What follows belongs to an exercise in optimizing a design on an open flow for small area, a short achievable clock period and few clock cycles; a production flow would make more cautious choices.
RTL that was checked went through simulation tests only; none was proved equivalent to the original.
Function not checked in runs 1 to 4: the RTL went through the layout flow alone.
Power is estimated from default activity; no workload was simulated.

`run.sh`:
```
#!/bin/bash
# synth_recipe.tcl (not shown) runs the flow's synth.tcl, then flattens the netlist and writes it again
# the make line also repeats each setting of config.mk as NAME=value (left out here)
make -C /OpenROAD-flow-scripts/flow DESIGN_CONFIG=/design/flow/config.mk WORK_HOME=/design/flow/orfs CLKGATE_MAP_FILE= SYNTH_SCRIPT=/design/flow/synth_recipe.tcl finish
```
`config.mk`:
```
export PLATFORM = sky130hd
export DESIGN_NAME = intlit_parse
export DESIGN_NICKNAME = intlit_parse
export VERILOG_FILES = /design/flow/design.v
export SDC_FILE = /design/flow/constraint.sdc
export NUM_CORES = 4
export LEC_CHECK = 0
export CAP_MARGIN = 20
export CORE_MARGIN = 2
export CORE_UTILIZATION = 40
export SLEW_MARGIN = 20
export SYNTH_HIERARCHICAL = 1
```
`constraint.sdc`:
```
create_clock -name core_clock -period 7.0 [get_ports {clk}]
set_input_delay 1.4000 -clock core_clock [delete_from_list [all_inputs] [get_ports {clk}]]
set_output_delay 1.4000 -clock core_clock [all_outputs]
set_load 0.01 [all_outputs]
```
`design.v`:
```
module intlit_parse (
    input  wire        clk,
    input  wire        rst,
    input  wire        cmd_valid,
    output wire        cmd_ready,
    input  wire [31:0] cmd,
    input  wire [31:0] soft_code,
    input  wire [31:0] hard_code,
    input  wire        tok_empty,
    input  wire        ch_valid,
    output wire        ch_ready,
    input  wire [7:0]  ch_data,
    input  wire        ch_last,
    output wire        rsp_valid,
    input  wire        rsp_ready,
    output wire [3:0]  rsp_status,
    output wire [31:0] rsp_code,
    output wire [31:0] rsp_word0,
    output wire [31:0] rsp_word1
);
    localparam [3:0] P_START  = 4'd0;   
    localparam [3:0] P_NEG    = 4'd1;   
    localparam [3:0] P_BANG   = 4'd2;   
    localparam [3:0] P_BANG0  = 4'd3;   
    localparam [3:0] P_ZERO   = 4'd4;   
    localparam [3:0] P_HEXPFX = 4'd5;   
    localparam [3:0] P_HEX    = 4'd6;   
    localparam [3:0] P_DEC    = 4'd7;   
    localparam [3:0] P_ERR    = 4'd8;   
    reg        s_tok;
    reg        s_rsp;
    reg        ref_cmd;     
    reg        ref_type;    
    reg        sgn;         
    reg  [7:0] age;         
    reg  [7:0] bge;         
    reg [31:0] soft_q;
    reg [31:0] hard_q;
    reg  [3:0] pstate;
    reg        neg_q;
    reg [63:0] acc;         
    reg        ovf;         
    wire cmd_fire = cmd_valid && cmd_ready;
    wire ch_fire  = ch_valid && s_tok;
    assign cmd_ready = !s_tok && (!s_rsp || rsp_ready);
    assign ch_ready  = s_tok;
    assign rsp_valid = s_rsp;
    always @(posedge clk) begin
        if (rst) begin
            s_tok <= 1'b0;
            s_rsp <= 1'b0;
        end else if (cmd_fire) begin
            s_tok <= !tok_empty;
            s_rsp <= tok_empty;
        end else if (ch_fire && ch_last) begin
            s_tok <= 1'b0;
            s_rsp <= 1'b1;
        end else if (s_rsp && rsp_ready) begin
            s_rsp <= 1'b0;
        end
    end
    wire [5:0] wm1_in = cmd[13:8] - 6'd1;     
    integer gk;
    always @(posedge clk) begin
        if (cmd_fire) begin
            ref_cmd  <= (cmd[3:0] != 4'h1) || cmd[4] || (cmd[7:6] != 2'b00) ||
                        (cmd[31:16] != 16'h0000);
            ref_type <= (cmd[15:8] == 8'd0) || (cmd[15:8] > 8'd64);
            sgn      <= cmd[5];
            for (gk = 0; gk < 8; gk = gk + 1) begin
                age[gk] <= (gk >= wm1_in[5:3]);
                bge[gk] <= (gk >= wm1_in[2:0]);
            end
            soft_q   <= soft_code;
            hard_q   <= hard_code;
        end
    end
    wire       is_dec   = (ch_data >= "0") && (ch_data <= "9");
    wire       is_alpha = ((ch_data >= "a") && (ch_data <= "f")) ||
                          ((ch_data >= "A") && (ch_data <= "F"));
    wire       is_hex   = is_dec || is_alpha;
    wire [3:0] hex_val  = is_alpha ? (ch_data[3:0] + 4'd9) : ch_data[3:0];
    wire hexmode = (pstate == P_HEXPFX) || (pstate == P_HEX);
    wire acc_en  = ch_fire && (hexmode ? is_hex : is_dec);
    wire [2:0]  lo  = {1'b0, acc[1:0]} + {1'b0, ch_data[3:1]};
    wire        c2  = lo[2];
    wire [60:0] gg, pp, p0;
    ilp_mul5_pg u_pg (.a(acc), .g(gg), .p(pp), .p0(p0));
    wire [61:0] cy  = {gg | (pp & {61{c2}}), c2};      
    wire [63:0] dec_next = {p0 ^ cy[60:0], lo[1:0], ch_data[0]};
    wire        dec_ovf  = (acc[63:61] != 3'd0) || cy[61];
    wire [63:0] hex_next = {acc[59:0], hex_val};
    wire        hex_ovf  = acc[63:60] != 4'd0;
    always @(posedge clk) begin
        if (cmd_fire) begin
            acc <= 64'd0;
            ovf <= 1'b0;
        end else if (acc_en) begin
            acc <= hexmode ? hex_next : dec_next;
            ovf <= ovf || (hexmode ? hex_ovf : dec_ovf);
        end
    end
    always @(posedge clk) begin
        if (cmd_fire) begin
            pstate <= P_START;
            neg_q  <= 1'b0;
        end else if (ch_fire) begin
            case (pstate)
                P_START: begin
                    if (ch_data == "-")      pstate <= P_NEG;
                    else if (ch_data == "!") pstate <= P_BANG;
                    else if (ch_data == "0") pstate <= P_ZERO;
                    else if (is_dec)         pstate <= P_DEC;
                    else                     pstate <= P_ERR;
                    neg_q <= (ch_data == "-");
                end
                P_NEG: begin
                    if (ch_data == "0")      pstate <= P_ZERO;
                    else if (is_dec)         pstate <= P_DEC;
                    else                     pstate <= P_ERR;
                end
                P_BANG:  pstate <= (ch_data == "0") ? P_BANG0  : P_ERR;
                P_BANG0: pstate <= (ch_data == "x") ? P_HEXPFX : P_ERR;
                P_ZERO: begin
                    if (ch_data == "x")      pstate <= P_HEXPFX;
                    else if (is_dec)         pstate <= P_DEC;
                    else                     pstate <= P_ERR;
                end
                P_HEXPFX: pstate <= is_hex ? P_HEX : P_ERR;
                P_HEX:    pstate <= is_hex ? P_HEX : P_ERR;
                P_DEC:    pstate <= is_dec ? P_DEC : P_ERR;
                default:  pstate <= P_ERR;
            endcase
        end
    end
    wire [63:0] ge_wm1;
    ilp_therm u_therm (.age(age), .bge(bge), .ge(ge_wm1));
    wire [63:0] ge_w = {ge_wm1[62:0], 1'b0};
    wire        w_gt32 = !age[3];
    wire hi_w, hi_wm1, lo_wm1;
    ilp_anyset u_hi_w   (.a(acc), .m(ge_w),    .y(hi_w));      
    ilp_anyset u_hi_wm1 (.a(acc), .m(ge_wm1),  .y(hi_wm1));    
    ilp_anyset u_lo_wm1 (.a(acc), .m(~ge_wm1), .y(lo_wm1));    
    wire [63:0] lz;
    ilp_prefix_or u_lz (.a(acc), .y(lz));
    wire        nz = lz[63];
    wire refused      = ref_cmd || ref_type;
    wire form_dec = (pstate == P_ZERO) || (pstate == P_DEC);
    wire form_hex = (pstate == P_HEX);
    wire nomatch  = !refused && !(form_dec || form_hex);
    wire parsed   = !refused && (form_dec || form_hex);
    wire m_w      = !neg_q && (form_hex || !sgn);    
    wire m_wm1    = !neg_q && !form_hex && sgn;      
    wire m_half   = neg_q && sgn;                    
    wire m_zero   = neg_q && !sgn;                   
    wire m_ext    = !neg_q && form_hex && sgn;       
    wire bad   = ovf || (m_w && hi_w) || (m_wm1 && hi_wm1) ||
                 (m_half && (hi_w || (hi_wm1 && lo_wm1))) || (m_zero && nz);
    wire ok    = parsed && !bad;
    wire oor = parsed && bad;
    wire ext   = m_ext && hi_wm1;
    wire [63:0] pattern = neg_q ? (acc ^ {lz[62:0], 1'b0}) : (acc | ({64{ext}} & ge_w));
    assign rsp_status = ref_cmd  ? 4'h8 :
                        ref_type ? 4'h9 :
                        nomatch  ? 4'h1 :
                        oor    ? 4'h2 : 4'h0;
    assign rsp_code   = ({32{nomatch}} & soft_q) | ({32{oor}} & hard_q);
    assign rsp_word0  = {32{ok}} & pattern[31:0];
    assign rsp_word1  = {32{ok && w_gt32}} & pattern[63:32];
endmodule
module ilp_mul5_pg (
    input  wire [63:0] a,
    output reg  [60:0] g,
    output reg  [60:0] p,
    output reg  [60:0] p0
);
    integer j, l, k;
    always @(*) begin
        for (j = 0; j < 61; j = j + 1) begin
            g[j]  = a[j] & a[j + 2];
            p[j]  = a[j] ^ a[j + 2];
            p0[j] = p[j];
        end
        for (l = 0; l < 6; l = l + 1)
            for (j = 0; j < 61; j = j + 1)
                if ((j >> l) & 1) begin
                    k = ((j >> l) << l) - 1;
                    g[j] = g[j] | (p[j] & g[k]);
                    p[j] = p[j] & p[k];
                end
    end
endmodule
module ilp_therm (
    input  wire [7:0]  age,
    input  wire [7:0]  bge,
    output reg  [63:0] ge
);
    integer i;
    always @(*)
        for (i = 0; i < 64; i = i + 1)
            ge[i] = ((i >> 3) > 0 && age[(i >> 3) - 1]) || (age[i >> 3] && bge[i & 7]);
endmodule
module ilp_anyset (
    input  wire [63:0] a,
    input  wire [63:0] m,
    output wire        y
);
    assign y = |(a & m);
endmodule
module ilp_prefix_or (
    input  wire [63:0] a,
    output reg  [63:0] y
);
    integer m, n, q;
    always @(*) begin
        y = a;
        for (n = 0; n < 6; n = n + 1)
            for (m = 0; m < 64; m = m + 1)
                if ((m >> n) & 1) begin
                    q = ((m >> n) << n) - 1;
                    y[m] = y[m] | y[q];
                end
    end
endmodule
```
==> impl_metrics.yaml, run 1 <==
status:
  status: "no timing/DRC/antenna violations"
clock_network:
  cts_buffers: 17
  clkSinkCount: 153
  path_clk_slew_ps: 80
  ctsResizeCount: 0
  htreeDepth: 4
  cts_hold_buffers: 0
  cts_root_buffer: "clkbuf_16"
  cts_tree: "yes"
  postCtsSetupBuffers: 0
  ctsLongestPathBuffers: 2
  clk_latency_ps: 450
critical_path:
  path_cells: "a21o_1 -> a22o_1 -> a221oi_1 -> nand4_1 -> or4_1 -> a21boi_0 -> o31ai_1 -> nand3b_1 -> buf_4 -> a311oi_1 -> clkdlybuf4s50_1"
  crit_cells: 11
  critical-path-top-delay-family: "compound AO/OA/AOI/OAI gates"
  reg2reg_depth: 13
  worstSetupStartpointType: "flip-flop"
  r2r_setup_slack_ps: 2990
  path_max_fanout: 32
  slowest_delay_ps: 670
  path_buf_inv: 2
  slowest_stage: "edfxtp_1"
  endpoint_kind: "primary output"
  crit_arrival_ps: 5040
  worstSetupPathType: "flip-flop to primary output"
  cp.required_ps: 5600
timing:
  maxSlewHeadroom_pct: 35.1
  fmax_ghz: 0.155
  tns_ps: 0
  timing.hold.ws_ps: 495
  maxSlewViolCount: 0
  finalCriticalPeriod_ps: 6440
  fin_skew_ps: 14.6
  tightest_slew_ps: 974
  rsz0062_at_grt: "false"
  finalSetupViolations: 0
  finalHoldViolations: 0
  post-route-period-util_pct: 92.0
finish:
  multi_input_area_um2: 9260
  syn_to_final_growth_pct: 20.3
  drive_gt1_share_pct: 7.02
  num_antenna_cells: 0
  final_nets: 1964
  seq_area_um2: 3880
  fillers: 3333
job:
  drv_cap: 0
synth:
  synth_cells: 1643
  synth-edff-count: 81
  ys.flop_type: "edfxtp_1"
  ys_warn_count: 18
  seq_area_frac_synth_pct: 27.4
  synth_cell_types: 91
  ys_seq_elements: 153
  syn-cell-area_um2: 14200
  avgSynthCellArea_um2: 8.61
  async_flop_share_pct: 0
drt:
  drt_wl_total_um: 54200
  drt-initial-drc-count: 1636
  vias: 14599
  viasPerCell: 6.49
  final_antenna_net_count: 0
  drc: 0
  wire_per_inst_um: 24.1
  dr.pass1.iters: 7
floorplanning:
  die_h_um: 192
  start_util_pct: 40.8
  io_pins: 214
  dieArea_um2: 36900
  core_area_um2: 34700
  std_cell_rows: 68
  fp.dieW_um: 192
global_routing:
  grt_overflow: 0
  grtUsageTotal_pct: 28.7
  grt_pass1_vias: 13515
  grt_pass1_wl_um: 81300
  grt_antenna_before_repair: 1
  grt_max_degree: 82
pwr:
  cellLeakagePower_nw: 6.85
  peakVddDrop_mv: 0.153
  powerDensity_nw_per_um2: 142
  p_comb_share_pct: 16.3
  p_int_mw: 1.68
  finalPower_mw: 2.41
  p_switching_mw: 0.736
  clock_power_share_pct: 40.9
  switching_share_pct: 30.5
  power_frac_seq_pct: 42.9
hold_path:
  hp-class: "flip-flop to flip-flop"
  min_path_cells: 2
placement:
  dp_hpwl_um: 39000
  globalplace.congestion: 1.01
  io_buffers: 212
## placed cells by master, fill, tap and decap left out, types with 9 or more instances in the layout
cell type	count
clkdlybuf4s50_1	212
a21oi_1	163
nand2_1	121
inv_1	106
a311oi_1	92
a221oi_1	88
a21o_1	85
a22o_1	82
edfxtp_1	81
dfxtp_1	71
ha_1	69
nor2_1	65
xnor2_1	63
a211oi_1	38
mux2i_1	34
nor3_1	29
nand3_1	28
nand4_1	26
and3_1	25
and2_1	24
a221oi_2	24
buf_4	22
o21ai_0	21
nor4_1	17
clkbuf_16	17
nand2b_1	13
or2_2	10
or3_1	10
nand3b_1	9
o21bai_1	9
## Yosys stat by module, one instance, submodules excluded
| module | cells | flip-flops and latches |
|---|---|---|
| ilp_anyset | 37 | 0 |
| ilp_mul5_pg | 333 | 0 |
| intlit_parse | 998 | 153 |
| ilp_therm | 86 | 0 |
| ilp_prefix_or | 115 | 0 |
## layer usage
metal | wire [um] | global-route usage [%]
met4 | 1460 | 9.19
met5 | 12 | 0
met3 | 4860 | 6.49
met1 | 23700 | 40.5
met2 | 24200 | 43.2
## synth_stat cells, drive strengths merged, types with 5 or more instances
cell type	n	area, um^2
a21o	86	646
nor3b	5	42.5
o21ai	29	160
buf	36	330
nand2b	13	81.3
dfxtp	72	1440
nand2	123	464
nand3	29	150
and4	6	52.6
nor4	20	170
nor2b	8	50.1
nand4	27	175
mux2i	34	340
a22o	82	718
nor2	65	244
nand4b	6	52.6
ha	69	863
clkbuf	79	305
and3	25	156
a221oi	113	1160
and2	26	163
a211oi	40	310
a311oi	92	806
or2	10	62.6
nand3b	9	67.6
xnor2	64	561
or3	10	62.6
a21oi	167	847
nor3	30	150
inv	111	419
o21bai	10	78.8
a31oi	6	52.6
edfxtp	81	2430
## layout make-up
cell class	instances	share of cell area, %
Tap cell	455	3.34
Clock inverter	15	1.07
Inverter	111	2.48
Sequential cell	153	22.8
Clock buffer	17	2.50
Multi-Input combinational cell	1266	54.4
Timing Repair Buffer	234	13.4
## kinds of logic after synthesis
family / synth area share (%)
DFF: 27.4
and+or+nand+nor: 15.9
AOI/OAI and AO/OA: 36.3
xor gates and xnor gates: 4.21
buffers and inverters: 7.45
other: 0.0531
adders and majority gates: 6.24
muxes: 2.48
## through the flow
| stage | util, % | instance area, um^2 | cells | setup slack, ps |
|---|---|---|---|---|
| CTS | 49.0 | 17000 | 2251 | 665 |
| global placement | 47.3 | 16400 | 2219 | 1110 |
| global route | 49.0 | 17000 | 2251 | 342 |
| floorplan | - | 14200 | 1645 | 1850 |
| finish | 49.0 | 17000 | 2251 | 560 |
| detailed placement | 47.3 | 16400 | 2219 | 1190 |
## worst reg2reg max path, stage by stage (launching register included)
cell      delay (ps)
dfxtp_1          760
ha_1             430
a21oi_1          190
o21ai_1          120
a221o_1          350
a221o_1          370
a31oi_4          450
inv_4            160
a221oi_4         350
o21bai_2          80
a21oi_1          170
xnor2_1          140
nand2_1           70
a311oi_1         310
## sequential cells by signal (all words and copies together), names as in the netlist, 4 cells and up
register  flops
pstate        4
age           7
bge           7
soft_q       32
hard_q       32
acc          64
## worst paths after layout
kind | startpoint | endpoint
min reg2reg | ovf | ovf
min | ovf | ovf
max | age[3] | rsp_word1[24]
max reg2reg | acc[19] | acc[45]
## power groups by stage
stage          clock, mW  combinational, mW  sequential (mW)
3_5_place_dp           0              0.377             1.05
3_3_place_gp           0              0.379             1.05
2_1_floorplan          0              0.247             1.03
6_report           0.986              0.392             1.03
5_1_grt             1.03              0.415             1.04
4_1_cts             1.00              0.380             1.03
==> run 2, diff against run 1 <==
==> flow/run.sh (new file) <==
#!/bin/bash
# Standard ORFS layout, but with the port buffers built from the smallest
# plain buffer (buf_1) instead of the delay buffer buffer_ports picks by
# default; the resizer upsizes them where timing or fanout needs it.
set -euo pipefail
bash standard.sh synth > synth.log 2>&1
bash standard.sh "BUFFER_PORTS_ARGS=-buffer_cell sky130_fd_sc_hd__buf_1" finish > layout.log 2>&1
==> standard.sh (new file) <==
#!/bin/bash
# synth_recipe.tcl (not shown) runs the flow's synth.tcl, then flattens the netlist and writes it again
# the make line also repeats each setting of config.mk as NAME=value (left out here)
make -C /OpenROAD-flow-scripts/flow DESIGN_CONFIG=/design/flow/config.mk WORK_HOME=/design/flow/orfs CLKGATE_MAP_FILE= SYNTH_SCRIPT=/design/flow/synth_recipe.tcl "${@:-finish}"
--- a/config.mk
+++ b/config.mk
@@ -8,5 +8,6 @@
 export CAP_MARGIN = 20
 export CORE_MARGIN = 2
 export CORE_UTILIZATION = 40
+export SETUP_SLACK_MARGIN = 0
 export SLEW_MARGIN = 20
 export SYNTH_HIERARCHICAL = 1
removed: run.sh
==> impl_metrics.yaml, run 2 <==
finish:
  largest_registers: "acc: 64 flops, hard_q: 32 flops, soft_q: 32 flops"
  mostFrequentLayoutCell: "buf_1"
  regMostFlops: "acc"
  num_antenna_cells: 0
  layout_common_cells: "buf_1, a21oi_1, nand2_1"
  drive_gt1_share_pct: 6.91
  final_nets: 1962
  largest_register_ffs: 64
  instances_no_fill: 2249
  syn_to_final_growth_pct: 10.9
critical_path:
  crit_start: "age[3]"
  path_max_fanout: 32
  worstSetupPathType: "flip-flop to primary output"
  worstSetupStartpointType: "flip-flop"
  cp.required_ps: 5600
  endpoint_kind: "primary output"
  crit_arrival_ps: 4710
  rr_startpoint: "acc[19]"
drt:
  final_antenna_net_count: 0
  drt-initial-drc-count: 1715
  viasPerCell: 6.50
  drc: 0
  vias: 14622
  drt_wl_total_um: 52600
  wire_per_inst_um: 23.4
  dr.pass1.iters: 5
clock_network:
  ctsResizeCount: 0
  cts_root_buffer: "clkbuf_16"
  cts_hold_buffers: 0
  path_clk_slew_ps: 80
  postCtsSetupBuffers: 0
  clkSinkCount: 153
  cts_buffers: 17
  htreeDepth: 4
  cts_tree: "yes"
  ctsLongestPathBuffers: 2
  clk_latency_ps: 450
timing:
  fmax_ghz: 0.164
  fin_skew_ps: 13.5
  finalSetupViolations: 0
  finalCriticalPeriod_ps: 6110
  rsz0062_at_grt: "false"
  tightest_slew_ps: 1100
  maxSlewViolCount: 0
  maxSlewHeadroom_pct: 25.8
  timing.hold.ws_ps: 499
  post-route-period-util_pct: 87.2
  finalHoldViolations: 0
  tns_ps: 0
global_routing:
  grt_max_degree: 88
  grt_pass1_wl_um: 78600
  grt_pass1_vias: 13177
  grtUsageTotal_pct: 27.5
  grt_overflow: 0
  grt_antenna_before_repair: 0
synth:
  avgSynthCellArea_um2: 8.61
  synth_most_common_cell: "a21oi_1"
  synth.area.top_cells: "edfxtp_1, dfxtp_1, ha_1, a21oi_1, a311oi_1"
  seq_area_frac_synth_pct: 27.4
  synth_top_area_cell: "edfxtp_1"
  synth_cells: 1643
  syn-cell-area_um2: 14200
  synth_commonest_cells: "a21oi_1, nand2_1, inv_1"
  ys_warn_count: 18
  ys_seq_elements: 153
  yosys.area.top_type_share_pct: 17.2
  async_flop_share_pct: 0
  synth-edff-count: 81
  synth_cell_types: 91
  ys.flop_type: "edfxtp_1"
hold_path:
  min-delay-start: "ovf"
  hp-class: "flip-flop to flip-flop"
floorplanning:
  fp.dieW_um: 192
  start_util_pct: 40.8
  core_area_um2: 34700
  die_h_um: 192
  io_pins: 214
  std_cell_rows: 68
  dieArea_um2: 36900
placement:
  dp.cells: 2217
  io_buffers: 212
  globalplace.congestion: 0.992
  dp_hpwl_um: 37700
job:
  drv_cap: 0
status:
  status: "no timing/DRC/antenna violations"
pwr:
  cellLeakagePower_nw: 6.32
  peakVddDrop_mv: 0.121
  powerDensity_nw_per_um2: 151
==> run 2: cell count changes in the layout (fill, tap and decap cells not counted), sizes merged <==
cell	delta
inv	+4
bufinv	-1
clkdlybuf4s50	-212
buf	+210
clkinv	-1
clkinvlp	-2
==> run 2: worst max-delay path, cell delays in order, from the launching register on <==
cell and delay [ps]:
edfxtp_1 660, a21o_1 390, a22o_1 220, a221oi_1 260, nand4_1 240, or4_1 590, and3_1 210, o31ai_1 510
nand3b_1 140, buf_4 280, a311oi_1 540, buf_1 220
==> run 2: per-stage QoR <==
stage          instance area (um^2)  total power [mW]  worst slack [ps]  utilization [%]
2_1_floorplan                 14200              1.28              1850                -
3_3_place_gp                  15100              1.38              1530             43.5
3_5_place_dp                  15100              1.39              1470             43.5
4_1_cts                       15700              2.36               971             45.2
5_1_grt                       15700              2.44               659             45.2
6_report                      15700              2.37               895             45.2
==> run 2: layout make-up <==
| cell class | instances | area, um^2 |
|---|---|---|
| tap | 455 | 569 |
| fill | 3493 | 19000 |
| timing repair buffer | 232 | 946 |
| multi-input combinational | 1266 | 9270 |
| inverter | 111 | 422 |
| clock buffer | 17 | 425 |
| clock inverter | 15 | 190 |
| sequential | 153 | 3880 |
==> run 2: cells by family after synthesis <==
group / after synthesis / synth area share (%)
xor+xnor: 68 / 4.21
mux: 35 / 2.48
compound gates: 665 / 36.3
buf+inv: 226 / 7.45
fa+ha+maj: 70 / 6.24
simple gates: 424 / 15.9
other cells: 2 / 0.0531
flops: 153 / 27.4
==> run 2: final timing paths <==
check                  end  slack (ps)  cells past startpoint
max          rsp_word1[31]         890                     11
min reg2reg            ovf         500                      2
min                    ovf         500                      2
max reg2reg        acc[45]        2920                     13
==> run 2: report_power, final <==
group	internal (mW)	switching, mW
clock network	0.517	0.473
logic	0.104	0.244
registers	0.991	0.0427
==> run 2: metal layers <==
metal | global-route usage, % | wire length, um
met1 | 39.5 | 23300
met4 | 8.69 | 1270
met3 | 4.31 | 4260
met2 | 42.0 | 23800
met5 | 0 | 0
==> run 2: Yosys stat by module (local to each module, per instance) <==
module / cells / flops+latches
ilp_anyset: 37 / 0
intlit_parse: 998 / 153
ilp_mul5_pg: 333 / 0
ilp_prefix_or: 115 / 0
ilp_therm: 86 / 0
==> run 3, diff against run 2 <==
--- a/config.mk
+++ b/config.mk
@@ -8,6 +8,6 @@
 export CAP_MARGIN = 20
 export CORE_MARGIN = 2
 export CORE_UTILIZATION = 40
-export SETUP_SLACK_MARGIN = 0
+export SETUP_SLACK_MARGIN = 2
 export SLEW_MARGIN = 20
 export SYNTH_HIERARCHICAL = 1
==> impl_metrics.yaml, run 3 <==
clock_network:
  path_clk_slew_ps: 80
  clkSinkCount: 153
  clk_latency_ps: 440
  ctsLongestPathBuffers: 2
  cts_buffers: 17
  cts_root_buffer: "clkbuf_16"
  cts_tree: "yes"
  htreeDepth: 4
synth:
  synth_top_area_cell: "edfxtp_1"
  yosys.area.top_type_share_pct: 17.2
  async_flop_share_pct: 0
  syn-cell-area_um2: 14200
  synth_commonest_cells: "a21oi_1, nand2_1, inv_1"
  ys_seq_elements: 153
  synth_cells: 1643
  synth-edff-count: 81
  avgSynthCellArea_um2: 8.61
  synth_most_common_cell: "a21oi_1"
  synth_cell_types: 91
  seq_area_frac_synth_pct: 27.4
  synth.area.top_cells: "edfxtp_1, dfxtp_1, ha_1, a21oi_1, a311oi_1"
  ys.flop_type: "edfxtp_1"
  ys_warn_count: 18
pwr:
  finalPower_mw: 2.44
  cellLeakagePower_nw: 6.95
  powerDensity_nw_per_um2: 143
  peakVddDrop_mv: 0.165
critical_path:
  crit_arrival_ps: 4000
  endpoint_kind: "primary output"
  path_buf_inv: 4
  slowest_delay_ps: 590
  crit_start: "bge[1]"
  path_max_fanout: 15
  rr_startpoint: "acc[13]"
  slowest_stage: "or4_1"
  worstSetupStartpointType: "flip-flop"
  reg2reg_depth: 14
  worstSetupPathType: "flip-flop to primary output"
  critical-path-top-delay-family: "compound AO/OA/AOI/OAI gates"
  crit_cells: 14
  path_cells: "a21o_1 -> inv_1 -> a22o_1 -> a221oi_2 -> nand4_1 -> or4_1 -> a21oi_2 -> o211ai_1 -> o31ai_4 -> buf_4 -> nand2_4 -> clkbuf_16 -> a311oi_2 -> buf_2"
  cp.required_ps: 5600
status:
  status: "no timing/DRC/antenna violations"
drt:
  wl_met3_um: 4600
  viasPerCell: 6.61
  wire_per_inst_um: 24.0
  vias: 15114
  met1_length_um: 23500
  drc: 0
  dr_wl_met2_um: 24700
  final_antenna_net_count: 0
  drt_wl_total_um: 54700
  drt-initial-drc-count: 1728
  dr.pass1.iters: 5
  highest_layer: "met4"
global_routing:
  grt_antenna_before_repair: 0
  grt_overflow: 0
  grtUsageTotal_pct: 28.8
  grt_pass1_vias: 13825
  grt_pass1_wl_um: 82000
  grt_max_degree: 77
timing:
  finalSetupViolations: 0
  maxSlewHeadroom_pct: 19.0
  finalHoldViolations: 0
  post-route-period-util_pct: 77.2
  rsz0062_at_grt: "true"
  tightest_slew_ps: 1210
  timing.hold.ws_ps: 541
  fin_skew_ps: 11.7
  fmax_ghz: 0.185
  maxSlewViolCount: 0
  tns_ps: 0
  finalCriticalPeriod_ps: 5400
job:
  drv_cap: 0
floorplanning:
  std_cell_rows: 68
  io_pins: 214
  start_util_pct: 40.8
  core_area_um2: 34700
  die_h_um: 192
  dieArea_um2: 36900
  fp.dieW_um: 192
finish:
  num_antenna_cells: 0
  syn_to_final_growth_pct: 20.2
  mostFrequentLayoutCell: "a21oi_1"
  final_nets: 1998
  fillers: 3369
  largest_registers: "acc: 64 flops, hard_q: 32 flops, soft_q: 32 flops"
  drive_gt1_share_pct: 17.2
  largest_register_ffs: 64
  layout_common_cells: "a21oi_1, buf_1, nand2_1"
  fin_util_pct: 49.0
  fin_area_um2: 17000
  regMostFlops: "acc"
placement:
  io_buffers: 212
  dpl_cell_area_um2: 15100
  dp_hpwl_um: 38000
  globalplace.congestion: 1.03
hold_path:
  min-delay-start: "ovf"
  min_path_cells: 2
  hp-class: "flip-flop to flip-flop"
## run 3: final timing paths
path / endpoint / slack [ps]
setup / recovery: rsp_word0[14] / 1600
hold / removal: ovf / 540
setup reg to reg: ovf / 2980
hold reg to reg: ovf / 540
## run 3: timing repair
action | in CTS | in global routing
buffers inserted | 30 | 0
gates cloned | 3 | 2
endpoints found under the hold margin | 0 | 0
pin swaps | 33 | 10
gates resized for setup | 181 | 23
hold buffers | 0 | 0
endpoints found under the setup margin | 97 | 97
## run 3: metal layers
metal	vias to the layer above	track usage [%]
li1	6837	-
met1	7362	39.5
met2	780	44.2
met3	135	5.34
met4	0	11.9
met5	-	0
## run 3: cell families after synthesis
| kind of cell | after synthesis | share of synthesized area, % |
|---|---|---|
| and+or+nand+nor | 424 | 15.9 |
| DFF | 153 | 27.4 |
| AOI/OAI and AO/OA | 665 | 36.3 |
| buffers and inverters | 226 | 7.45 |
| adders and majority gates | 70 | 6.24 |
| muxes | 35 | 2.48 |
| xor gates and xnor gates | 68 | 4.21 |
| other | 2 | 0.0531 |
## run 3: where the power goes
group	internal, mW	total (mW)	switching [mW]
registers	0.990	1.02	0.0271
logic	0.137	0.431	0.294
clock network	0.518	0.987	0.469
total	1.65	2.44	0.790
## run 3: per-stage QoR
step                setup WS, ps  std cells
detailed placement          1510       2218
floorplan                   2400       1645
global route                1570       2285
global placement            1480       2218
CTS                         1740       2283
finish                      1600       2285
## run 3: final cells by class
type | instances | area (um^2) | area share (%)
Timing Repair Buffer | 268 | 1480 | 8.67
Inverter | 111 | 422 | 2.48
Clock buffer | 17 | 425 | 2.50
Sequential cell | 153 | 3880 | 22.8
Clock inverter | 15 | 198 | 1.16
Tap cell | 455 | 569 | 3.35
Multi-Input combinational cell | 1266 | 10000 | 59.0
## run 3: Yosys stat by module (local to each module, per instance)
module / cells inside / area [um^2]
ilp_therm: 86 / 678
ilp_prefix_or: 115 / 658
intlit_parse: 998 / 9320
ilp_mul5_pg: 333 / 2410
ilp_anyset: 37 / 363
## run 3: tightest hold or removal path, delay by kind of cell (launching register included)
family	cells	cell delay, ps
flip-flops	1	320
AO/OA/AOI/OAI	1	70
buffers and inverters	1	110
==> run 4, diff against run 3 <==
--- a/design.v
+++ b/design.v
@@ -91,13 +91,29 @@
     wire        dec_ovf  = (acc[63:61] != 3'd0) || cy[61];
     wire [63:0] hex_next = {acc[59:0], hex_val};
     wire        hex_ovf  = acc[63:60] != 4'd0;
+    wire [63:0] acc_next = hexmode ? hex_next : dec_next;
+    wire        ovf_next = ovf || (hexmode ? hex_ovf : dec_ovf);
+    wire [63:0] ge_wm1;
+    ilp_therm u_therm (.age(age), .bge(bge), .ge(ge_wm1));
+    wire [63:0] ge_w = {ge_wm1[62:0], 1'b0};
+    wire hi_w_d, hi_wm1_d, lo_wm1_d;
+    ilp_anyset u_hi_w   (.a(acc_next), .m(ge_w),    .y(hi_w_d));      
+    ilp_anyset u_hi_wm1 (.a(acc_next), .m(ge_wm1),  .y(hi_wm1_d));    
+    ilp_anyset u_lo_wm1 (.a(acc_next), .m(~ge_wm1), .y(lo_wm1_d));    
+    reg hi_w, hi_wm1, lo_wm1;
     always @(posedge clk) begin
         if (cmd_fire) begin
-            acc <= 64'd0;
-            ovf <= 1'b0;
+            acc    <= 64'd0;
+            ovf    <= 1'b0;
+            hi_w   <= 1'b0;
+            hi_wm1 <= 1'b0;
+            lo_wm1 <= 1'b0;
         end else if (acc_en) begin
-            acc <= hexmode ? hex_next : dec_next;
-            ovf <= ovf || (hexmode ? hex_ovf : dec_ovf);
+            acc    <= acc_next;
+            ovf    <= ovf_next;
+            hi_w   <= hi_w_d;
+            hi_wm1 <= hi_wm1_d;
+            lo_wm1 <= lo_wm1_d;
         end
     end
     always @(posedge clk) begin
@@ -133,17 +149,10 @@
             endcase
         end
     end
-    wire [63:0] ge_wm1;
-    ilp_therm u_therm (.age(age), .bge(bge), .ge(ge_wm1));
-    wire [63:0] ge_w = {ge_wm1[62:0], 1'b0};
     wire        w_gt32 = !age[3];
-    wire hi_w, hi_wm1, lo_wm1;
-    ilp_anyset u_hi_w   (.a(acc), .m(ge_w),    .y(hi_w));      
-    ilp_anyset u_hi_wm1 (.a(acc), .m(ge_wm1),  .y(hi_wm1));    
-    ilp_anyset u_lo_wm1 (.a(acc), .m(~ge_wm1), .y(lo_wm1));    
     wire [63:0] lz;
     ilp_prefix_or u_lz (.a(acc), .y(lz));
-    wire        nz = lz[63];
+    wire        nz = hi_wm1 || lo_wm1;
     wire refused      = ref_cmd || ref_type;
     wire form_dec = (pstate == P_ZERO) || (pstate == P_DEC);
     wire form_hex = (pstate == P_HEX);
--- a/config.mk
+++ b/config.mk
@@ -8,6 +8,6 @@
 export CAP_MARGIN = 20
 export CORE_MARGIN = 2
 export CORE_UTILIZATION = 40
-export SETUP_SLACK_MARGIN = 2
+export SETUP_SLACK_MARGIN = 0
 export SLEW_MARGIN = 20
 export SYNTH_HIERARCHICAL = 1
==> impl_metrics.yaml, run 4 <==
clock_network:
  ctsLongestPathBuffers: 2
  path_clk_slew_ps: 80
  clkSinkCount: 156
  cts_hold_buffers: 0
  cts_buffers: 17
  postCtsSetupBuffers: 0
  clk_latency_ps: 450
  ctsResizeCount: 0
  cts_root_buffer: "clkbuf_16"
  cts_tree: "yes"
  htreeDepth: 4
finish:
  fin_util_pct: 45.0
  layout_common_cells: "buf_1, a21o_1, inv_1"
  drive_gt1_share_pct: 10.3
  largest_registers: "acc: 64 flops, hard_q: 32 flops, soft_q: 32 flops"
  mostFrequentLayoutCell: "buf_1"
  num_antenna_cells: 0
  syn_to_final_growth_pct: 10.6
  regMostFlops: "acc"
  final_nets: 1982
  fin_area_um2: 16500
  largest_register_ffs: 64
floorplanning:
  die_h_um: 197
  start_util_pct: 40.7
  io_pins: 214
  dieArea_um2: 38800
  std_cell_rows: 70
  fp.dieW_um: 197
  core_area_um2: 36600
timing:
  finalHoldViolations: 0
  post-route-period-util_pct: 78.7
  tightest_slew_ps: 993
  tns_ps: 0
  fmax_ghz: 0.181
  finalCriticalPeriod_ps: 5510
  fin_skew_ps: 11.8
  maxSlewHeadroom_pct: 33.2
  rsz0062_at_grt: "false"
  setup_slack_ps: 1490
  maxSlewViolCount: 0
  finalSetupViolations: 0
placement:
  globalplace.congestion: 0.974
  io_buffers: 212
  dpl_cell_area_um2: 15800
  dp_slack_ps: 1630
  dp_hpwl_um: 39500
pwr:
  switching_share_pct: 32.9
  power_frac_seq_pct: 43.3
  p_comb_share_pct: 15.9
  powerDensity_nw_per_um2: 147
  p_int_mw: 1.62
  peakVddDrop_mv: 0.167
  cellLeakagePower_nw: 7.89
  finalPower_mw: 2.42
  p_switching_mw: 0.798
  clock_power_share_pct: 40.9
drt:
  met1_length_um: 23400
  dr_wl_met2_um: 24000
  vias: 14635
  wl_met3_um: 3950
  final_antenna_net_count: 0
  drt_wl_total_um: 53200
  viasPerCell: 6.42
  drc: 0
  highest_layer: "met5"
  dr.pass1.iters: 5
  wire_per_inst_um: 23.3
  drt-initial-drc-count: 1301
synth:
  synth_cells: 1665
  avgSynthCellArea_um2: 8.94
  ys_warn_count: 18
  syn-cell-area_um2: 14900
global_routing:
  grt_pass1_vias: 13644
  grtUsageTotal_pct: 27.0
  grt_antenna_before_repair: 2
  grt_max_degree: 130
  grt_overflow: 0
  grt_pass1_wl_um: 81500
critical_path:
  path_buf_inv: 2
  crit_arrival_ps: 4110
  cp.required_ps: 5600
  path_cells: "nand4bb_1 -> a21boi_0 -> o311ai_1 -> nand3_2 -> buf_4 -> nor4_1 -> buf_1"
  critical-path-top-delay-family: "simple AND/OR/NAND/NOR gates"
  path_max_fanout: 33
  slowest_delay_ps: 720
  slowest_stage: "nand3_2"
  endpoint_kind: "primary output"
  worstSetupPathType: "flip-flop to primary output"
  worstSetupStartpointType: "flip-flop"
status:
  status: "no timing/DRC/antenna violations"
job:
  drv_cap: 0
hold_path:
  hp-class: "flip-flop to flip-flop"
==> run 4: cell type report <==
cell class | instances | area, um^2
timing repair buffer | 233 | 986
fill | 3606 | 20100
tap | 468 | 586
clock buffer | 17 | 425
multi-input combinational | 1281 | 9900
clock inverter | 15 | 204
inverter | 111 | 420
sequential | 156 | 3940
==> run 4: power groups by stage <==
stage          clock (mW)  sequential (mW)  combinational, mW
2_1_floorplan           0             1.04              0.269
3_3_place_gp            0             1.07              0.366
3_5_place_dp            0             1.07              0.369
4_1_cts              1.01             1.05              0.371
5_1_grt              1.05             1.05              0.415
6_report            0.989             1.05              0.384
==> run 4: per-layer routing <==
layer	up-vias	global-route usage, %
li1	6822	-
met1	7061	37.3
met2	643	42.0
met3	107	4.95
met4	2	10.0
met5	-	0
==> run 4: tightest hold or removal path, delay by kind of cell, from the launching register on <==
family             cells  cell delay [ps]
DFF                    1              340
AOI/OAI and AO/OA      2              140
==> run 4: metrics by stage <==
step / hold WS, ps / std cells
2_1_floorplan: 449 / 1667
3_3_place_gp: 506 / 2248
3_5_place_dp: 508 / 2248
4_1_cts: 523 / 2280
5_1_grt: 559 / 2281
6_report: 526 / 2281
==> run 4: path summary, 6_finish.rpt <==
check	from	to	slack, ps	depth (start not counted)
hold / removal	lo_wm1	lo_wm1	530	2
hold reg to reg	lo_wm1	lo_wm1	530	2
setup reg to reg	acc[17]	hi_wm1	2040	18
setup / recovery	pstate[0]	rsp_word1[27]	1490	7
==> run 5, diff against run 4 <==
--- a/design.v
+++ b/design.v
@@ -32,8 +32,7 @@
     reg        ref_cmd;     
     reg        ref_type;    
     reg        sgn;         
-    reg  [7:0] age;         
-    reg  [7:0] bge;         
+    reg  [5:0] wm1;         
     reg [31:0] soft_q;
     reg [31:0] hard_q;
     reg  [3:0] pstate;
@@ -59,18 +58,13 @@
             s_rsp <= 1'b0;
         end
     end
-    wire [5:0] wm1_in = cmd[13:8] - 6'd1;     
-    integer gk;
     always @(posedge clk) begin
         if (cmd_fire) begin
             ref_cmd  <= (cmd[3:0] != 4'h1) || cmd[4] || (cmd[7:6] != 2'b00) ||
                         (cmd[31:16] != 16'h0000);
             ref_type <= (cmd[15:8] == 8'd0) || (cmd[15:8] > 8'd64);
             sgn      <= cmd[5];
-            for (gk = 0; gk < 8; gk = gk + 1) begin
-                age[gk] <= (gk >= wm1_in[5:3]);
-                bge[gk] <= (gk >= wm1_in[2:0]);
-            end
+            wm1      <= cmd[13:8] - 6'd1;
             soft_q   <= soft_code;
             hard_q   <= hard_code;
         end
@@ -94,7 +88,7 @@
     wire [63:0] acc_next = hexmode ? hex_next : dec_next;
     wire        ovf_next = ovf || (hexmode ? hex_ovf : dec_ovf);
     wire [63:0] ge_wm1;
-    ilp_therm u_therm (.age(age), .bge(bge), .ge(ge_wm1));
+    ilp_therm u_therm (.t(wm1), .ge(ge_wm1));
     wire [63:0] ge_w = {ge_wm1[62:0], 1'b0};
     wire hi_w_d, hi_wm1_d, lo_wm1_d;
     ilp_anyset u_hi_w   (.a(acc_next), .m(ge_w),    .y(hi_w_d));      
@@ -149,7 +143,7 @@
             endcase
         end
     end
-    wire        w_gt32 = !age[3];
+    wire        w_gt32 = wm1[5];
     wire [63:0] lz;
     ilp_prefix_or u_lz (.a(acc), .y(lz));
     wire        nz = hi_wm1 || lo_wm1;
@@ -200,14 +194,11 @@
     end
 endmodule
 module ilp_therm (
-    input  wire [7:0]  age,
-    input  wire [7:0]  bge,
+    input  wire [5:0]  t,
     output reg  [63:0] ge
 );
     integer i;
-    always @(*)
-        for (i = 0; i < 64; i = i + 1)
-            ge[i] = ((i >> 3) > 0 && age[(i >> 3) - 1]) || (age[i >> 3] && bge[i & 7]);
+    always @(*) for (i = 0; i < 64; i = i + 1) ge[i] = (i >= t);
 endmodule
 module ilp_anyset (
     input  wire [63:0] a,
--- a/config.mk
+++ b/config.mk
@@ -8,6 +8,6 @@
 export CAP_MARGIN = 20
 export CORE_MARGIN = 2
 export CORE_UTILIZATION = 40
-export SETUP_SLACK_MARGIN = 0
+export SETUP_SLACK_MARGIN = 3
 export SLEW_MARGIN = 20
 export SYNTH_HIERARCHICAL = 1
==> impl_metrics.yaml, run 5 <==
status:
  status: "no timing/DRC/antenna violations"
pwr:
  peakVddDrop_mv: 0.162
  finalPower_mw: 2.51
  p_switching_mw: 0.880
  switching_share_pct: 35.0
  p_comb_share_pct: 23.2
  powerDensity_nw_per_um2: 135
  power_frac_seq_pct: 38.7
  clock_power_share_pct: 38.2
  p_int_mw: 1.63
  cellLeakagePower_nw: 7.37
timing:
  maxSlewViolCount: 0
  post-route-period-util_pct: 61.3
  finalHoldViolations: 0
  fin_skew_ps: 14.7
  maxSlewHeadroom_pct: 27.8
  fmax_ghz: 0.233
  finalSetupViolations: 0
  finalCriticalPeriod_ps: 4290
  tns_ps: 0
  timing.hold.ws_ps: 548
  rsz0062_at_grt: "true"
  tightest_slew_ps: 1070
drt:
  vias: 15806
  final_antenna_net_count: 0
  dr.pass1.iters: 6
  wire_per_inst_um: 23.8
  drt-initial-drc-count: 1873
  drt_wl_total_um: 57900
  drc: 0
  viasPerCell: 6.48
synth:
  avgSynthCellArea_um2: 8.24
  synth_cells: 1732
  syn-cell-area_um2: 14300
  ys_warn_count: 10
global_routing:
  grt_pass1_wl_um: 83600
  grt_overflow: 0
  grt_antenna_before_repair: 1
  grtUsageTotal_pct: 29.3
  grt_max_degree: 109
  grt_pass1_vias: 14149
clock_network:
  clk_latency_ps: 440
  cts_buffers: 17
  cts_tree: "yes"
  ctsLongestPathBuffers: 2
  htreeDepth: 4
  path_clk_slew_ps: 80
  cts_root_buffer: "clkbuf_16"
  clkSinkCount: 148
placement:
  dp_hpwl_um: 39300
  io_buffers: 212
  globalplace.congestion: 1.02
  dpl_cell_area_um2: 15400
critical_path:
  reg2reg_to: "lo_wm1"
  rr_startpoint: "acc[3]"
  crit_arrival_ps: 2890
  cp.required_ps: 5600
  r2r_setup_slack_ps: 2710
  worstSetupPathType: "flip-flop to primary output"
  endpoint_kind: "primary output"
  reg2reg_depth: 21
  worstSetupStartpointType: "flip-flop"
  path_max_fanout: 7
floorplanning:
  start_util_pct: 40.4
  std_cell_rows: 69
  core_area_um2: 35300
  dieArea_um2: 37200
  io_pins: 214
  die_h_um: 193
  fp.dieW_um: 193
finish:
  regMostFlops: "acc"
  largest_register_ffs: 64
  drive_gt1_share_pct: 29.1
  layout_common_cells: "nand2_1, buf_1, nor2_1"
  fin_util_pct: 52.6
  fin_area_um2: 18600
  largest_registers: "acc: 64 flops, hard_q: 32 flops, soft_q: 32 flops"
  syn_to_final_growth_pct: 30.2
  final_nets: 2145
  num_antenna_cells: 0
  mostFrequentLayoutCell: "nand2_1"
hold_path:
  min-delay-start: "acc[3]"
  min_path_cells: 2
  min_to: "acc[3]"
  hp-class: "flip-flop to flip-flop"
job:
  drv_cap: 0
[run 5: what timing repair did]
action                     4_1_cts  5_1_grt
resized for setup              236      199
setup endpoints to repair      132      106
gates cloned                     4        3
hold buffers                     0        0
pin swaps                       55       88
buffers inserted                58       22
[run 5: through the flow]
step                instances  worst slack (ps)
floorplan                1733              2840
global placement         2319              1730
detailed placement       2320              1700
CTS                      2414              2740
global route             2439              2560
finish                   2439              2710
[run 5: power groups by stage]
stage	Sequential, mW	Clock (mW)	Combinational, mW
4_1_cts	0.972	0.971	0.488
3_3_place_gp	1.01	0	0.399
5_1_grt	0.977	1.00	0.608
6_report	0.972	0.960	0.583
2_1_floorplan	0.987	0	0.284
3_5_place_dp	1.01	0	0.404
[run 5: worst max-delay path by stage]
stage               startpoint            end  slack [ps]  depth (start not counted)
floorplan           ch_data[1]           hi_w        2840                         15
global placement    ch_data[1]         lo_wm1        1730                         16
detailed placement  ch_data[1]         lo_wm1        1700                         16
CTS                     acc[3]  rsp_word1[26]        2740                         10
global route           acc[24]         hi_wm1        2560                         19
finish                 acc[15]  rsp_word1[23]        2710                         10
[run 5: routing by layer]
metal	vias up	track usage, %	share of wire [%]
met4	2	12.2	4.2
met3	179	6.35	9.3
met1	7623	38.6	41
met2	842	46.2	46
met5	-	0	0.022
li1	7160	-	-
[run 5: area by class of cell]
cell class	instances	area, um^2
inverters	119	464
flip-flops and latches	148	3820
multi-input cells	1356	11100
clock buffers	17	425
fillers	3227	16700
repair buffers	323	1980
clock inverters	15	178
well taps	461	577
[run 5: worst max-delay path: stages, from the launching register on]
cell and delay (ps):
dfxtp_4 400, nor4_4 400, nand2_2 200, nor4_4 310, buf_6 180, buf_12 110, clkbuf_16 150, nand4b_1 150
a221oi_2 290, a311oi_1 70, buf_2 200
Testbench counts of run 5, summed over its fixed seeds: cycles 23,027.
==> run 6, diff against run 5 <==
--- a/config.mk
+++ b/config.mk
@@ -8,6 +8,6 @@
 export CAP_MARGIN = 20
 export CORE_MARGIN = 2
 export CORE_UTILIZATION = 40
-export SETUP_SLACK_MARGIN = 3
+export SETUP_SLACK_MARGIN = 2.5
 export SLEW_MARGIN = 20
 export SYNTH_HIERARCHICAL = 1
==> impl_metrics.yaml, run 6 <==
clock_network:
  clkSinkCount: 148
  clk_latency_ps: 440
  htreeDepth: 4
  path_clk_slew_ps: 70
  cts_hold_buffers: 0
  cts_root_buffer: "clkbuf_16"
  cts_tree: "yes"
  cts_buffers: 17
  ctsLongestPathBuffers: 2
floorplanning:
  io_pins: 214
  die_h_um: 193
  std_cell_rows: 69
  fp.dieW_um: 193
  core_area_um2: 35300
  start_util_pct: 40.4
  dieArea_um2: 37200
placement:
  dp_hpwl_um: 40500
  dp.cells: 2322
  globalplace.congestion: 0.997
  dpl_cell_area_um2: 15400
  dp_slack_ps: 1530
  io_buffers: 212
global_routing:
  grt_pass1_vias: 13504
  grt_pass1_wl_um: 81500
  met1_usage_pct: 39.9
  grt_max_degree: 85
  grt_antenna_before_repair: 1
  grt_overflow: 0
  grt.met2_usage_pct: 46.1
  met3_usage_pct: 3.47
  grt-busiest-layer: "met2"
  grtUsageTotal_pct: 28.6
timing:
  finalHoldViolations: 0
  rsz0062_at_grt: "true"
  maxSlewHeadroom_pct: 7.49
  fmax_ghz: 0.220
  finalSetupViolations: 0
  fin_skew_ps: 11.7
  post-route-period-util_pct: 65.0
  tightest_slew_ps: 1370
  setup_slack_ps: 2450
  tns_ps: 0
  maxSlewViolCount: 0
  finalCriticalPeriod_ps: 4550
finish:
  multi_input_area_um2: 10100
  num_antenna_cells: 0
  regMostFlops: "acc"
  seq_area_um2: 3770
  largest_registers: "acc: 64 flops, hard_q: 32 flops, soft_q: 32 flops"
  syn_to_final_growth_pct: 17.6
  layout_common_cells: "nand2_1, buf_1, nor2_1"
  final_nets: 2086
  fillers: 3492
  mostFrequentLayoutCell: "nand2_1"
  drive_gt1_share_pct: 16.8
  fin_area_um2: 16800
  instances_no_fill: 2380
  largest_register_ffs: 64
synth:
  ys_warn_count: 10
  avgSynthCellArea_um2: 8.24
  synth_cells: 1732
  syn-cell-area_um2: 14300
drt:
  dr.pass1.iters: 5
  drt-initial-drc-count: 1470
  drc: 0
  drt_wl_total_um: 55500
  wire_per_inst_um: 23.3
  vias: 15100
  viasPerCell: 6.34
  final_antenna_net_count: 0
critical_path:
  endpoint_kind: "primary output"
  crit_arrival_ps: 3150
  path_cells: "o21a_1 -> o21ai_0 -> a221oi_1 -> a311oi_1 -> buf_1"
  worstSetupPathType: "flip-flop to primary output"
  slowest_stage: "o21ai_0"
  path_max_fanout: 24
  slowest_delay_ps: 1050
  cp.required_ps: 5600
  worstSetupStartpointType: "flip-flop"
status:
  status: "no timing/DRC/antenna violations"
pwr:
  finalPower_mw: 2.39
  cellLeakagePower_nw: 6.54
  powerDensity_nw_per_um2: 143
  peakVddDrop_mv: 0.135
job:
  drv_cap: 0
hold_path:
  hp-class: "flip-flop to flip-flop"
==> run 6: cell count changes in the layout (fill, tap and decap cells not counted), moves of 12 or more <==
| cell | delta |
|---|---|
| buf_1 | +42 |
| a221oi_2 | -47 |
| a221oi_1 | +52 |
| a311oi_2 | -14 |
| dfxtp_4 | -13 |
| a21oi_1 | +12 |
| nand2_1 | +14 |
| buf_4 | -38 |
| buf_2 | -40 |
| a311oi_1 | +14 |
==> run 6: stage by stage <==
| stage | util, % | hold slack, ps |
|---|---|---|
| final | 47.5 | 547 |
| after detailed placement | 43.5 | 524 |
| after CTS | 46.2 | 541 |
| after floorplan | - | 460 |
| after global placement | 43.5 | 506 |
| after global routing | 47.5 | 564 |
==> run 6: path summary, 6_finish.rpt <==
| check | from | to | slack [ps] | cells past startpoint |
|---|---|---|---|---|
| worst max-delay path | wm1[3] | rsp_word1[10] | 2450 | 5 |
| worst max register to register | acc[22] | hi_wm1 | 2530 | 20 |
| worst min register to register | ovf | ovf | 550 | 2 |
| worst min-delay path | ovf | ovf | 550 | 2 |
==> run 6: power by group <==
group	total, mW	switching, mW	internal (mW)	leakage, nW
Sequential	0.986	0.0378	0.948	1.33
Clock	0.951	0.466	0.485	0.295
Combinational	0.456	0.313	0.143	4.92
==> run 6: critical path: cells and delay by family, from the launching register on <==
kind            cells  cell delay, ps
compound gates      4            1750
flops               1             770
buf+inv             1             180
==> run 6: metal layers <==
layer	part of all wire, %	vias up
li1	-	7020
met1	45	7415
met2	47	568
met3	5.9	95
met4	2.8	2
met5	0.023	-
==> run 6: cell type report <==
| type | instances | area share [%] |
|---|---|---|
| clock buffers | 17 | 2.54 |
| multi-input cells | 1356 | 60.3 |
| repair buffers | 264 | 7.55 |
| clock inverters | 15 | 1.01 |
| inverters | 119 | 2.72 |
| well taps | 461 | 3.44 |
| flip-flops and latches | 148 | 22.5 |
==> run 6: timing repair <==
item,4_1_cts,5_1_grt
pin swaps,9,27
endpoints found under the setup margin,29,84
gates resized for setup,51,91
buffers inserted,14,10
cloned,2,0
==> run 7, diff against run 6 <==
--- a/config.mk
+++ b/config.mk
@@ -7,7 +7,7 @@
 export LEC_CHECK = 0
 export CAP_MARGIN = 20
 export CORE_MARGIN = 2
-export CORE_UTILIZATION = 40
+export CORE_UTILIZATION = 55
 export SETUP_SLACK_MARGIN = 2.5
 export SLEW_MARGIN = 20
 export SYNTH_HIERARCHICAL = 1
==> impl_metrics.yaml, run 7 <==
synth:
  syn-cell-area_um2: 14300
  synth_cells: 1732
  avgSynthCellArea_um2: 8.24
  ys_warn_count: 10
critical_path:
  worstSetupPathType: "flip-flop to primary output"
  path_cells: "or2_0 -> o21ai_1 -> a221oi_1 -> a311oi_1 -> buf_1"
  reg2reg_to: "lo_wm1"
  crit_cells: 5
  path_max_fanout: 24
  crit_arrival_ps: 3040
  crit_end: "rsp_word1[5]"
  cp.required_ps: 5600
  slowest_delay_ps: 750
  r2r_setup_slack_ps: 2640
  endpoint_kind: "primary output"
  critical-path-top-delay-family: "compound AO/OA/AOI/OAI gates"
  rr_startpoint: "acc[17]"
  reg2reg_depth: 20
  crit_start: "wm1[3]"
  worstSetupStartpointType: "flip-flop"
  path_buf_inv: 1
  slowest_stage: "edfxtp_1"
timing:
  maxSlewViolCount: 0
  finalSetupViolations: 0
  fin_skew_ps: 13.1
  tightest_slew_ps: 943
  setup_slack_ps: 2560
  maxSlewHeadroom_pct: 36.9
  timing.hold.ws_ps: 533
  post-route-period-util_pct: 63.4
  fmax_ghz: 0.225
  finalHoldViolations: 0
  rsz0062_at_grt: "true"
  finalCriticalPeriod_ps: 4440
  tns_ps: 0
finish:
  regMostFlops: "acc"
  num_antenna_cells: 0
  largest_register_ffs: 64
  fin_area_um2: 16400
  syn_to_final_growth_pct: 15.1
  final_nets: 2073
  mostFrequentLayoutCell: "nand2_1"
  drive_gt1_share_pct: 15.3
  layout_common_cells: "nand2_1, buf_1, nor2_1"
  fillers: 2260
  largest_registers: "acc: 64 flops, hard_q: 32 flops, soft_q: 32 flops"
drt:
  dr_wl_met2_um: 23400
  highest_layer: "met4"
  wire_per_inst_um: 22.9
  final_antenna_net_count: 0
  dr.pass1.iters: 6
  drc: 0
  drt-initial-drc-count: 1741
  met1_length_um: 21600
  wl_met3_um: 4950
  viasPerCell: 6.81
  drt_wl_total_um: 51300
  vias: 15215
clock_network:
  ctsLongestPathBuffers: 2
  cts_tree: "yes"
  cts_root_buffer: "clkbuf_16"
  htreeDepth: 4
  path_clk_slew_ps: 80
  cts_buffers: 17
  clkSinkCount: 148
  clk_latency_ps: 440
status:
  status: "no timing/DRC/antenna violations"
pwr:
  clock_power_share_pct: 40.8
  p_comb_share_pct: 18.1
  switching_share_pct: 32.3
  cellLeakagePower_nw: 6.49
  power_frac_seq_pct: 41.1
  powerDensity_nw_per_um2: 145
  p_switching_mw: 0.771
  p_int_mw: 1.61
  peakVddDrop_mv: 0.155
global_routing:
  grt_max_degree: 74
  grtUsageTotal_pct: 36.3
  grt_pass1_wl_um: 76400
  grt_overflow: 0
  grt_antenna_before_repair: 1
  grt_pass1_vias: 13496
floorplanning:
  dieArea_um2: 27200
  io_pins: 214
  core_area_um2: 25300
  die_h_um: 165
  start_util_pct: 56.3
  std_cell_rows: 58
  fp.dieW_um: 165
placement:
  dpl_cell_area_um2: 15100
  globalplace.congestion: 1.03
  dp_hpwl_um: 37500
  io_buffers: 212
  dp_slack_ps: 1350
job:
  drv_cap: 0
hold_path:
  hp-class: "flip-flop to flip-flop"
-- run 7: timing repair --
| item | 4_1_cts | 5_1_grt |
|---|---|---|
| setup buffers | 5 | 13 |
| gates cloned | 1 | 0 |
| hold buffers | 0 | 0 |
| pin swaps | 3 | 19 |
| endpoints found under the setup margin | 62 | 69 |
| resized for setup | 25 | 106 |
-- run 7: how the worst min path moves through the flow --
stage / start / cells past startpoint / end / slack [ps]
detailed placement: ovf / 2 / ovf / 560
CTS: acc[3] / 2 / acc[3] / 540
global placement: ovf / 2 / ovf / 510
floorplan: lo_wm1 / 2 / lo_wm1 / 460
global route: acc[3] / 2 / acc[3] / 530
finish: acc[3] / 2 / acc[3] / 530
-- run 7: power by group through the flow --
stage          registers (mW)  clock network [mW]  logic (mW)
6_report                0.982               0.973       0.432
5_1_grt                 0.986                1.02       0.458
4_1_cts                 0.987               0.980       0.402
3_5_place_dp             1.01                   0       0.391
3_3_place_gp             1.00                   0       0.386
2_1_floorplan           0.987                   0       0.278
-- run 7: cell type report --
cell class / count / area [um^2] / share of cell area [%]
clock buffer: 17 / 425 / 2.59
clock inverter: 14 / 169 / 1.03
inverter: 119 / 454 / 2.77
multi-input combinational: 1355 / 10000 / 60.9
sequential: 148 / 3780 / 23.0
tap: 330 / 413 / 2.51
timing repair buffer: 252 / 1170 / 7.14
-- run 7: per-stage QoR --
step | util [%] | power, mW | instances
finish | 64.8 | 2.39 | 2235
global route | 64.8 | 2.46 | 2235
CTS | 62.8 | 2.37 | 2222
detailed placement | 59.8 | 1.40 | 2185
global placement | 59.8 | 1.39 | 2185
floorplan | - | 1.26 | 1733
-- run 7: routing by layer --
metal | track usage, % | vias up
met1 | 50.4 | 7315
met3 | 8.11 | 111
li1 | - | 6979
met4 | 10.7 | 0
met5 | 0 | -
met2 | 56.3 | 810
-- run 7: tightest hold or removal path, delay by kind of cell (launching register included) --
kind            cells  cell delay (ps)
compound gates      1               60
flops               1              380
simple gates        1               60
==> run 8, diff against run 7 <==
--- a/config.mk
+++ b/config.mk
@@ -7,7 +7,7 @@
 export LEC_CHECK = 0
 export CAP_MARGIN = 20
 export CORE_MARGIN = 2
-export CORE_UTILIZATION = 55
-export SETUP_SLACK_MARGIN = 2.5
+export CORE_UTILIZATION = 40
+export SETUP_SLACK_MARGIN = 2
 export SLEW_MARGIN = 20
 export SYNTH_HIERARCHICAL = 1
==> impl_metrics.yaml, run 8 <==
finish:
  final_nets: 2062
  fin_util_pct: 45.4
  syn_to_final_growth_pct: 12.4
  largest_register_ffs: 64
  drive_gt1_share_pct: 10.0
  layout_common_cells: "nand2_1, buf_1, nor2_1"
  num_antenna_cells: 0
  mostFrequentLayoutCell: "nand2_1"
  instances_no_fill: 2356
  largest_registers: "acc: 64 flops, hard_q: 32 flops, soft_q: 32 flops"
  regMostFlops: "acc"
timing:
  finalSetupViolations: 0
  fin_skew_ps: 21.9
  tightest_slew_ps: 1170
  maxSlewHeadroom_pct: 21.0
  post-route-period-util_pct: 69.0
  finalCriticalPeriod_ps: 4830
  maxSlewViolCount: 0
  tns_ps: 0
  finalHoldViolations: 0
  fmax_ghz: 0.207
  rsz0062_at_grt: "false"
synth:
  avgSynthCellArea_um2: 8.24
  ys_warn_count: 10
  syn-cell-area_um2: 14300
  synth_cells: 1732
floorplanning:
  fp.dieW_um: 193
  std_cell_rows: 69
  die_h_um: 193
  start_util_pct: 40.4
  io_pins: 214
  core_area_um2: 35300
  dieArea_um2: 37200
drt:
  dr.pass1.iters: 8
  viasPerCell: 6.31
  vias: 14859
  drt_wl_total_um: 52800
  drc: 0
  final_antenna_net_count: 0
  drt-initial-drc-count: 1499
  wire_per_inst_um: 22.4
pwr:
  powerDensity_nw_per_um2: 148
  peakVddDrop_mv: 0.140
  cellLeakagePower_nw: 6.37
global_routing:
  met1_usage_pct: 38.5
  grt_pass1_wl_um: 79200
  grt_max_degree: 82
  grt.met2_usage_pct: 43.5
  grt_antenna_before_repair: 0
  met3_usage_pct: 3.86
  grt_overflow: 0
  grt_pass1_vias: 13320
  grt-busiest-layer: "met2"
  grtUsageTotal_pct: 27.6
critical_path:
  cp.required_ps: 7290
  path_max_fanout: 8
  slowest_delay_ps: 560
  slowest_stage: "or4_1"
  crit_arrival_ps: 5130
  endpoint_kind: "flip-flop"
  worstSetupPathType: "flip-flop to flip-flop"
  path_cells: "ha_1 -> nand3_1 -> nor2_1 -> a221o_1 -> a221o_1 -> a31oi_4 -> buf_12 -> o21ai_4 -> a311o_1 -> a21oi_1 -> xnor2_1 -> nand2_1 -> nand2_1 -> a22o_1 -> a221oi_2 -> nand4_1 -> or4_1 -> mux2i_1 -> nor2_1"
  r2r_setup_slack_ps: 2170
  worstSetupStartpointType: "flip-flop"
clock_network:
  clk_latency_ps: 450
  clkSinkCount: 148
  cts_root_buffer: "clkbuf_16"
  ctsLongestPathBuffers: 2
  cts_buffers: 17
  cts_tree: "yes"
  path_clk_slew_ps: 70
  htreeDepth: 4
  cts_hold_buffers: 0
placement:
  globalplace.congestion: 0.990
  io_buffers: 212
  dp_hpwl_um: 39300
  dp.cells: 2316
status:
  status: "no timing/DRC/antenna violations"
hold_path:
  hp-class: "flip-flop to flip-flop"
job:
  drv_cap: 0
run 8: cell count changes in the layout (fill, tap and decap cells not counted), sizes merged, moves of 2 or more:
cell	delta
clkbuf	-2
clkinv	+4
bufinv	-2
buf	-9
clkinvlp	-2
run 8: metal layers:
metal,vias to the layer above,share of wire [%],routed length (um)
met2,613,46,24300
met1,7196,44,23400
met3,86,6.7,3510
li1,6964,-,-
met5,-,0,0
met4,0,2.9,1550
run 8: final timing paths:
path / from / to / depth (start not counted)
worst max register to register: acc[23] / hi_wm1 / 19
worst min-delay path: ovf / ovf / 2
worst min register to register: ovf / ovf / 2
worst max-delay path: acc[23] / hi_wm1 / 19
run 8: area by class of cell:
type | instances | area, um^2
flip-flops and latches | 148 | 3700
inverters | 119 | 454
multi-input cells | 1355 | 9640
fillers | 3513 | 19300
well taps | 461 | 577
clock buffers | 17 | 425
clock inverters | 15 | 175
repair buffers | 241 | 1060
run 8: per-stage QoR:
stage                     hold slack [ps]  area, um^2  worst slack (ps)  total power [mW]
after CTS                             541       15900              2010              2.37
after detailed placement              525       15300              1610              1.40
final                                 530       16000              2170              2.38
after global routing                  579       16000              1990              2.46
after floorplan                       460       14300              2310              1.27
after global placement                514       15300              1680              1.40
run 8: repair_timing:
action / in CTS / in global routing
gates resized for setup: 1 / 6
setup endpoints to repair: 20 / 23
cloned: 1 / 0
buffers inserted: 0 / 7
pin swaps: 1 / 3
run 8: worst max-delay path: cells and delay by family, from the launching register on:
family          cells  cell delay (ps)
buf+inv             1              160
simple gates        7             1380
mux                 1              140
compound gates      8             2000
flops               1              540
xor+xnor            1               90
fa+ha+maj           1              370
run 8: power breakdown:
group	switching, mW	leakage [nW]	total (mW)	internal [mW]
registers	0.0375	1.30	0.990	0.952
logic	0.296	4.77	0.426	0.130
clock network	0.475	0.293	0.960	0.486
total	0.809	6.37	2.38	1.57

-- what the ideal ports hide --
Ports are ideal in the flow. The routed layouts listed here were re-timed in OpenROAD. Step 1 (the two cells are an assumption about what drives the block):
set clk [get_ports {clk}]
set_driving_cell -lib_cell sky130_fd_sc_hd__clkbuf_16 $clk
set_driving_cell -lib_cell sky130_fd_sc_hd__buf_2 [delete_from_list [all_inputs] $clk]
Step 2, shift: input delay + t, output delay - t, t = (earliest + latest rising clock arrival at the registers) / 2. This alone moves slack from input paths to output paths. Three values: ideal ports, drivers, drivers and shift; two values: the first two.
run | shift t [ns] | setup slack, ns | worst setup path at the end | worst register clock-pin slew, ns | pins driven straight from the clock port
run 1 | 0.499 | 0.560 / 0.507 / 1.006 | register to output | 0.08 / 0.08 | 1
run 2 | 0.495 | 0.895 / 0.843 / 1.338 | register to output | 0.08 / 0.08 | 1
run 3 | 0.480 | 1.595 / 1.547 / 2.028 | register to output | 0.08 / 0.08 | 1
run 4 | 0.484 | 1.489 / 1.447 / 1.546 | input to register | 0.08 / 0.08 | 1
run 5 | 0.479 | 2.706 / 2.655 / 2.275 | input to register | 0.08 / 0.08 | 1
run 6 | 0.480 | 2.450 / 2.400 / 2.187 | input to register | 0.08 / 0.08 | 1
run 7 | 0.471 | 2.562 / 2.521 / 2.160 | input to register | 0.08 / 0.08 | 1
run 8 | 0.493 | 2.168 / 2.168 / 1.849 | input to register | 0.09 / 0.09 | 1
After both steps setup and hold are still met in every run listed. The setup slack of run 5, which loses most, moves by -0.051 ns with the drivers and by -0.431 ns with both steps.
